What follows belongs to an exercise in optimizing a design on an open flow for small area; a production flow would make more cautious choices. Where RTL was checked, it was by simulation tests only, not by an equivalence proof against the original.

==> 01-26 <==
==> flow/design.v <==
module juu_alu (
    input  wire [15:0] a,
    input  wire [15:0] b,
    input  wire [2:0]  op,
    input  wire        cin,
    output wire [15:0] r1
);
    wire op1 = (op == 3'd1);
    wire op2 = (op == 3'd2);
    wire op3 = (op == 3'd3);
    wire [15:0] t = a ^ b;
    wire [15:0] n = a & b;
    wire [15:0] o = a | b;
    wire [15:0] g = ({16{op3}} & n) | ({16{op1}} & a & t) | ({16{op2}} & b & t);
    reg  [15:0] p;
    always @(*) begin
        case (op)
            3'd1, 3'd2: p = ~t;
            3'd3, 3'd4: p = t;
            3'd5:       p = o;
            3'd6:       p = n;
            3'd7:       p = 16'hFFFF;
            default:    p = 16'h0000;
        endcase
    end
    reg [16:0] gg, pp;
    integer l, i;
    always @(*) begin
        gg = {g, cin};
        pp = {p, 1'b0};
        for (l = 0; l < 5; l = l + 1)
            for (i = (2 << l) - 1; i < 17; i = i + (2 << l)) begin
                gg[i] = gg[i] | (pp[i] & gg[i - (1 << l)]);
                pp[i] = pp[i] & pp[i - (1 << l)];
            end
        for (l = 3; l >= 0; l = l - 1)
            for (i = 3 * (1 << l) - 1; i < 17; i = i + (2 << l)) begin
                gg[i] = gg[i] | (pp[i] & gg[i - (1 << l)]);
                pp[i] = pp[i] & pp[i - (1 << l)];
            end
    end
    assign r1 = p ^ gg[15:0];
endmodule
module juu_core (
    input  wire        clk,
    input  wire        rst,         
    input  wire        run,         
    output wire [12:0] cs_addr,
    input  wire [39:0] cw,
    output wire [15:0] mem_addr,
    input  wire [15:0] mem_rdata,
    output wire        mem_we,
    output wire [15:0] bus_value,   
    output wire        halted,
    output wire [1:0]  fault,       
    input  wire [3:0]  dbg_sel,
    output reg  [15:0] dbg_data
);
    reg [15:0] gpr [0:7];
    reg [15:0] seg [0:3];
    reg [15:0] ir;
    reg [15:0] alu_a;
    reg [15:0] alu_b;
    reg [15:0] mar;
    reg [5:0]  mir;
    reg [6:0]  mpc;
    reg [1:0]  stat;
    wire cw_mirwr  = ~cw[0];
    wire cw_memrd  = ~cw[2];
    wire cw_memwr  = ~cw[3];
    wire cw_marwr  = ~cw[4];
    wire cw_segen  = ~cw[6];
    wire cw_sdir   =  cw[7];
    wire cw_regen  = ~cw[8];
    wire cw_rdir   =  cw[9];
    wire cw_aluBwr = ~cw[13];
    wire cw_aluAwr = ~cw[14];
    wire cw_shr    =  cw[15];
    wire cw_shl    =  cw[16];
    wire [2:0] cw_op = cw[19:17];
    wire cw_aluen  = ~cw[20];
    wire cw_cin    =  cw[21];
    wire cw_rsrc   =  cw[24];
    wire cw_halt   =  cw[28];
    wire cw_decode = ~cw[29];
    wire cw_mpcclr = ~cw[31];
    wire [1:0] cw_ssel = cw[37:36];
    wire cw_irwr   =  cw[38];
    wire segrd = cw_segen & ~cw_sdir;
    wire segwr = cw_segen &  cw_sdir;
    wire regrd = cw_regen & ~cw_rdir;
    wire regwr = cw_regen &  cw_rdir;
    wire [2:0] rsel = cw_rsrc ? ir[7:5] : ir[10:8];
    wire two_plain = (cw_memrd & segrd) | (cw_memrd & regrd) | (segrd & regrd);
    wire any_plain = cw_memrd | segrd | regrd;
    wire shift_conflict = cw_aluen & cw_shl & cw_shr;
    wire word_faults = two_plain | shift_conflict | (cw_aluen & any_plain);
    wire config_err  = shift_conflict & ~two_plain;
    wire engine_ready = run & ~rst & (stat == 2'd0);
    wire execute      = engine_ready & ~word_faults;
    wire [15:0] alu_r;
    juu_alu u_alu (
        .a   (alu_a),
        .b   (alu_b),
        .op  (cw_op),
        .cin (cw_cin),
        .r1  (alu_r)
    );
    wire nrst    = ~rst;
    wire sel_mem = cw_memrd;
    wire sel_seg = segrd;
    wire sel_reg = regrd;
    wire sel_alu = cw_aluen;
    wire sel_sl  = sel_alu & cw_shl;
    wire sel_sr  = sel_alu & cw_shr;
    wire sel_s0  = sel_alu & ~cw_shl & ~cw_shr;
    reg [15:0] bus;
    integer k;
    always @(*) begin
        bus = ({16{sel_mem}} & mem_rdata)
            | ({16{sel_s0}}  & alu_r)
            | ({16{sel_sl}}  & {alu_r[14:0], 1'b0})
            | ({16{sel_sr}}  & {1'b0, alu_r[15:1]});
        for (k = 0; k < 4; k = k + 1)
            bus = bus | ({16{sel_seg & (cw_ssel == k)}} & seg[k]);
        for (k = 0; k < 8; k = k + 1)
            bus = bus | ({16{sel_reg & (rsel == k)}} & gpr[k]);
    end
    reg [7:0] we_r, ho_r;
    reg [3:0] we_s, ho_s;
    reg       we_m, ho_m, we_a, ho_a, we_b, ho_b, we_i, ho_i;
    always @(*) begin
        for (k = 0; k < 8; k = k + 1) begin
            we_r[k] = nrst & execute & regwr & (rsel == k);
            ho_r[k] = nrst & ~(execute & regwr & (rsel == k));
        end
        for (k = 0; k < 4; k = k + 1) begin
            we_s[k] = nrst & execute & segwr & (cw_ssel == k);
            ho_s[k] = nrst & ~(execute & segwr & (cw_ssel == k));
        end
        we_m = nrst & execute & cw_marwr;   ho_m = nrst & ~(execute & cw_marwr);
        we_a = nrst & execute & cw_aluAwr;  ho_a = nrst & ~(execute & cw_aluAwr);
        we_b = nrst & execute & cw_aluBwr;  ho_b = nrst & ~(execute & cw_aluBwr);
        we_i = nrst & execute & cw_irwr;    ho_i = nrst & ~(execute & cw_irwr);
    end
    function [15:0] upd(input we, input ho, input [15:0] d, input [15:0] q);
        upd = ({16{we}} & d) | ({16{ho}} & q);
    endfunction
    integer i;
    always @(posedge clk) begin
        for (i = 0; i < 8; i = i + 1)
            gpr[i] <= upd(we_r[i], ho_r[i], bus, gpr[i]);
        for (i = 0; i < 4; i = i + 1)
            seg[i] <= upd(we_s[i], ho_s[i], bus, seg[i]);
        mar   <= upd(we_m, ho_m, bus, mar);
        alu_a <= upd(we_a, ho_a, bus, alu_a);
        alu_b <= upd(we_b, ho_b, bus, alu_b);
        ir    <= upd(we_i, ho_i, bus, ir);
        if (rst)
            mir <= 6'd0;
        else if (execute & cw_mirwr)
            mir <= cw_irwr ? bus[15:10] : ir[15:10];
        else if (execute & cw_decode)
            mir <= {1'b0, ir[15:11]};
        if (rst)
            mpc <= 7'd0;
        else if (execute)
            mpc <= cw_mpcclr ? 7'd1 : mpc + 7'd1;
        if (rst)
            stat <= 2'd0;
        else if (execute & cw_halt)
            stat <= 2'd3;
        else if (engine_ready & word_faults)
            stat <= config_err ? 2'd2 : 2'd1;
    end
    assign cs_addr   = {mir, mpc};
    assign mem_addr  = mar;
    assign mem_we    = execute & cw_memwr;
    assign bus_value = bus;
    assign halted    = stat[1] & stat[0];
    assign fault     = {stat[1] & ~stat[0], stat[0] & ~stat[1]};
    always @(*) begin
        dbg_data = ({16{dbg_sel == 4'd12}} & ir)
                 | ({16{dbg_sel == 4'd13}} & alu_a)
                 | ({16{dbg_sel == 4'd14}} & alu_b)
                 | ({16{dbg_sel == 4'd15}} & mar);
        for (k = 0; k < 4; k = k + 1)
            dbg_data = dbg_data | ({16{dbg_sel == (k + 8)}} & seg[k]);
        for (k = 0; k < 8; k = k + 1)
            dbg_data = dbg_data | ({16{dbg_sel == k}} & gpr[k]);
    end
endmodule
==> flow/flow/run.sh <==
#!/bin/bash
# Own layout flow: the standard ORFS flow (standard.sh) with
#  - the standard synthesis script (synth_recipe.tcl), except that ABC maps the
#    combinational logic with flow/area.abc and no adder cells are extracted
#    (registers are mapped by dfflibmap before ABC runs, so they are exactly
#    the standard synthesis's);
#  - port buffers of the smallest buffer cell;
#  - a clock tree of small clock buffers without dummy loads;
#  - no timing-driven global placement.
# Each tool's output goes to a log file in this folder.
set -euo pipefail
W=$(pwd)
CTS="-sink_clustering_enable -repair_clock_nets -dont_use_dummy_load -buf_list sky130_fd_sc_hd__clkbuf_4"
{
  head -n 1 synth_recipe.tcl
  cat <<EOF
proc abc {args} {
  set i [lsearch -exact \$args -script]
  if {\$i >= 0} { set args [lreplace \$args \$i [expr {\$i + 1}] -script $W/flow/area.abc] }
  puts "abc with own script: \$args"
  yosys abc {*}\$args
}
EOF
  tail -n +2 synth_recipe.tcl
} > own_synth.tcl
bash standard.sh \
  SYNTH_SCRIPT=$W/own_synth.tcl \
  ABC_AREA=1 \
  ADDER_MAP_FILE= \
  GPL_TIMING_DRIVEN=0 \
  "BUFFER_PORTS_ARGS=-buffer_cell sky130_fd_sc_hd__buf_1" \
  "CTS_ARGS=$CTS" \
  finish > flow.log 2>&1
==> flow/flow/area.abc <==
&get -n
&st
&dch
&nf -a -R 1000
&put
==> flow/standard.sh <==
#!/bin/bash
# synth_recipe.tcl (not shown) runs the flow's synth.tcl, then flattens the netlist and writes it again
# the make line also repeats each setting of config.mk as NAME=value (left out here)
make -C /OpenROAD-flow-scripts/flow DESIGN_CONFIG=/design/flow/config.mk WORK_HOME=/design/flow/orfs CLKGATE_MAP_FILE= SYNTH_SCRIPT=/design/flow/synth_recipe.tcl "${@:-finish}"
==> flow/config.mk <==
export PLATFORM = sky130hd
export DESIGN_NAME = juu_core
export DESIGN_NICKNAME = juu_core
export VERILOG_FILES = /design/flow/design.v
export SDC_FILE = /design/flow/constraint.sdc
export NUM_CORES = 4
export LEC_CHECK = 0
export CAP_MARGIN = 20
export CORE_MARGIN = 2
export CORE_UTILIZATION = 40
export PLACE_DENSITY = 0.6
export SLEW_MARGIN = 20
==> flow/constraint.sdc <==
create_clock -name core_clock -period 8.5 [get_ports {clk}]
set_input_delay 1.7000 -clock core_clock [delete_from_list [all_inputs] [get_ports {clk}]]
set_output_delay 1.7000 -clock core_clock [all_outputs]
set_load 0.01 [all_outputs]
==> 10-09 (differences from 01-26) <==
==> flow/design.v, changed modules only <==
module juu_alu (
    input  wire [15:0] a,
    input  wire [15:0] b,
    input  wire [2:0]  op,
    input  wire        cin,
    output wire [15:0] r1
);
    reg [15:0] p, g;
    always @(*) begin
        case (op)
            3'd1:    begin p = ~(a ^ b); g = a & ~b; end
            3'd2:    begin p = ~(a ^ b); g = ~a & b; end
            3'd3:    begin p = a ^ b;    g = a & b;  end
            3'd4:    begin p = a ^ b;    g = 16'h0000; end
            3'd5:    begin p = a | b;    g = 16'h0000; end
            3'd6:    begin p = a & b;    g = 16'h0000; end
            3'd7:    begin p = 16'hFFFF; g = 16'h0000; end
            default: begin p = 16'h0000; g = 16'h0000; end
        endcase
    end
    reg [16:0] gg, pp;
    integer l, i;
    always @(*) begin
        gg = {g, cin};
        pp = {p, 1'b0};
        for (l = 0; l < 5; l = l + 1)
            for (i = (2 << l) - 1; i < 17; i = i + (2 << l)) begin
                gg[i] = gg[i] | (pp[i] & gg[i - (1 << l)]);
                pp[i] = pp[i] & pp[i - (1 << l)];
            end
        for (l = 3; l >= 0; l = l - 1)
            for (i = 3 * (1 << l) - 1; i < 17; i = i + (2 << l)) begin
                gg[i] = gg[i] | (pp[i] & gg[i - (1 << l)]);
                pp[i] = pp[i] & pp[i - (1 << l)];
            end
    end
    assign r1 = p ^ gg[15:0];
endmodule
module juu_core (
    input  wire        clk,
    input  wire        rst,         
    input  wire        run,         
    output wire [12:0] cs_addr,
    input  wire [39:0] cw,
    output wire [15:0] mem_addr,
    input  wire [15:0] mem_rdata,
    output wire        mem_we,
    output wire [15:0] bus_value,   
    output wire        halted,
    output wire [1:0]  fault,       
    input  wire [3:0]  dbg_sel,
    output reg  [15:0] dbg_data
);
    reg [15:0] gpr [0:7];
    reg [15:0] seg [0:3];
    reg [15:0] ir;
    reg [15:0] alu_a;
    reg [15:0] alu_b;
    reg [15:0] mar;
    reg [5:0]  mir;
    reg [6:0]  mpc;
    reg [1:0]  stat;
    wire cw_mirwr  = ~cw[0];
    wire cw_memrd  = ~cw[2];
    wire cw_memwr  = ~cw[3];
    wire cw_marwr  = ~cw[4];
    wire cw_segen  = ~cw[6];
    wire cw_sdir   =  cw[7];
    wire cw_regen  = ~cw[8];
    wire cw_rdir   =  cw[9];
    wire cw_aluBwr = ~cw[13];
    wire cw_aluAwr = ~cw[14];
    wire cw_shr    =  cw[15];
    wire cw_shl    =  cw[16];
    wire [2:0] cw_op = cw[19:17];
    wire cw_aluen  = ~cw[20];
    wire cw_cin    =  cw[21];
    wire cw_rsrc   =  cw[24];
    wire cw_halt   =  cw[28];
    wire cw_decode = ~cw[29];
    wire cw_mpcclr = ~cw[31];
    wire [1:0] cw_ssel = cw[37:36];
    wire cw_irwr   =  cw[38];
    wire segrd = cw_segen & ~cw_sdir;
    wire segwr = cw_segen &  cw_sdir;
    wire regrd = cw_regen & ~cw_rdir;
    wire regwr = cw_regen &  cw_rdir;
    wire [2:0] rsel = cw_rsrc ? ir[7:5] : ir[10:8];
    wire two_plain = (cw_memrd & segrd) | (cw_memrd & regrd) | (segrd & regrd);
    wire any_plain = cw_memrd | segrd | regrd;
    wire shift_conflict = cw_aluen & cw_shl & cw_shr;
    wire word_faults = two_plain | shift_conflict | (cw_aluen & any_plain);
    wire config_err  = shift_conflict & ~two_plain;
    wire engine_ready = run & ~rst & (stat == 2'd0);
    wire execute      = engine_ready & ~word_faults;
    wire [15:0] alu_r;
    juu_alu u_alu (
        .a   (alu_a),
        .b   (alu_b),
        .op  (cw_op),
        .cin (cw_cin),
        .r1  (alu_r)
    );
    wire nrst    = ~rst;
    wire sel_mem = cw_memrd & nrst;
    wire sel_seg = segrd & nrst;
    wire sel_reg = regrd & nrst;
    wire sel_alu = cw_aluen & nrst;
    wire sel_sl  = sel_alu & cw_shl;
    wire sel_sr  = sel_alu & cw_shr;
    wire sel_s0  = sel_alu & ~cw_shl & ~cw_shr;
    reg [15:0] bus;
    integer k;
    always @(*) begin
        bus = ({16{sel_mem}} & mem_rdata)
            | ({16{sel_s0}}  & alu_r)
            | ({16{sel_sl}}  & {alu_r[14:0], 1'b0})
            | ({16{sel_sr}}  & {1'b0, alu_r[15:1]});
        for (k = 0; k < 4; k = k + 1)
            bus = bus | ({16{sel_seg & (cw_ssel == k)}} & seg[k]);
        for (k = 0; k < 8; k = k + 1)
            bus = bus | ({16{sel_reg & (rsel == k)}} & gpr[k]);
    end
    wire wr_all = rst;
    integer i;
    always @(posedge clk) begin
        for (i = 0; i < 8; i = i + 1)
            if (wr_all | (execute & regwr & (rsel == i))) gpr[i] <= bus;
        for (i = 0; i < 4; i = i + 1)
            if (wr_all | (execute & segwr & (cw_ssel == i))) seg[i] <= bus;
        if (wr_all | (execute & cw_marwr))  mar   <= bus;
        if (wr_all | (execute & cw_aluAwr)) alu_a <= bus;
        if (wr_all | (execute & cw_aluBwr)) alu_b <= bus;
        if (wr_all | (execute & cw_irwr))   ir    <= bus;
        if (rst)
            mir <= 6'd0;
        else if (execute & cw_mirwr)
            mir <= cw_irwr ? bus[15:10] : ir[15:10];
        else if (execute & cw_decode)
            mir <= {1'b0, ir[15:11]};
        if (rst)
            mpc <= 7'd0;
        else if (execute)
            mpc <= cw_mpcclr ? 7'd1 : mpc + 7'd1;
        if (rst)
            stat <= 2'd0;
        else if (execute & cw_halt)
            stat <= 2'd3;
        else if (engine_ready & word_faults)
            stat <= config_err ? 2'd2 : 2'd1;
    end
    assign cs_addr   = {mir, mpc};
    assign mem_addr  = mar;
    assign mem_we    = execute & cw_memwr;
    assign bus_value = bus;
    assign halted    = stat[1] & stat[0];
    assign fault     = {stat[1] & ~stat[0], stat[0] & ~stat[1]};
    always @(*) begin
        dbg_data = ({16{dbg_sel == 4'd12}} & ir)
                 | ({16{dbg_sel == 4'd13}} & alu_a)
                 | ({16{dbg_sel == 4'd14}} & alu_b)
                 | ({16{dbg_sel == 4'd15}} & mar);
        for (k = 0; k < 4; k = k + 1)
            dbg_data = dbg_data | ({16{dbg_sel == (k + 8)}} & seg[k]);
        for (k = 0; k < 8; k = k + 1)
            dbg_data = dbg_data | ({16{dbg_sel == k}} & gpr[k]);
    end
endmodule
==> flow/run.sh (new file) <==
#!/bin/bash
# synth_recipe.tcl (not shown) runs the flow's synth.tcl, then flattens the netlist and writes it again
# the make line also repeats each setting of config.mk as NAME=value (left out here)
make -C /OpenROAD-flow-scripts/flow DESIGN_CONFIG=/design/flow/config.mk WORK_HOME=/design/flow/orfs CLKGATE_MAP_FILE= SYNTH_SCRIPT=/design/flow/synth_recipe.tcl finish
removed: flow/flow/run.sh
removed: flow/flow/area.abc
removed: flow/standard.sh
==> notes <==
- In 01-26 the register-to-register slack is higher than in 10-09, by 90 ps.
- In 01-26 the clock-buffer cell count is higher than in 10-09, by 48.
- Between 01-26 and 10-09, the lower maximum frequency is in 01-26 (gap 1.8%, measured against 10-09).
- Of 10-09 and 01-26, 10-09 has the higher sequential share of layout area (gap 9.0 points).
- In 01-26 the via count is higher than in 10-09, by about 16%.
For 10-09, only the layout was checked, not whether the RTL still works.

static timing again, ports no longer ideal:
In the flow no input, the clock included, has a driving cell. The finished layouts below were timed again as built, in two steps.
Step 1 assumes that a clkbuf_16 drives the clock port and a buf_2 every other input.
Step 2, shift: input delay + t, output delay - t, t = (earliest + latest rising clock arrival at the registers) / 2. This alone moves slack from input paths to output paths.
Slacks: no drivers / after step 1 / after step 2; pairs: no drivers / after step 1.
run	shift t [ns]	setup slack, ns	worst setup path after step 2	cell pins on the clock port's net
01-26	0.703	0.252 / 0.231 / 0.231	input to output	1
10-09	0.595	0.402 / 0.376 / 0.376	input to output	1
After both steps setup and hold are still met in every run listed. The setup slack of 10-09, which loses most, moves by -0.026 ns with the drivers and by -0.026 ns with both steps.
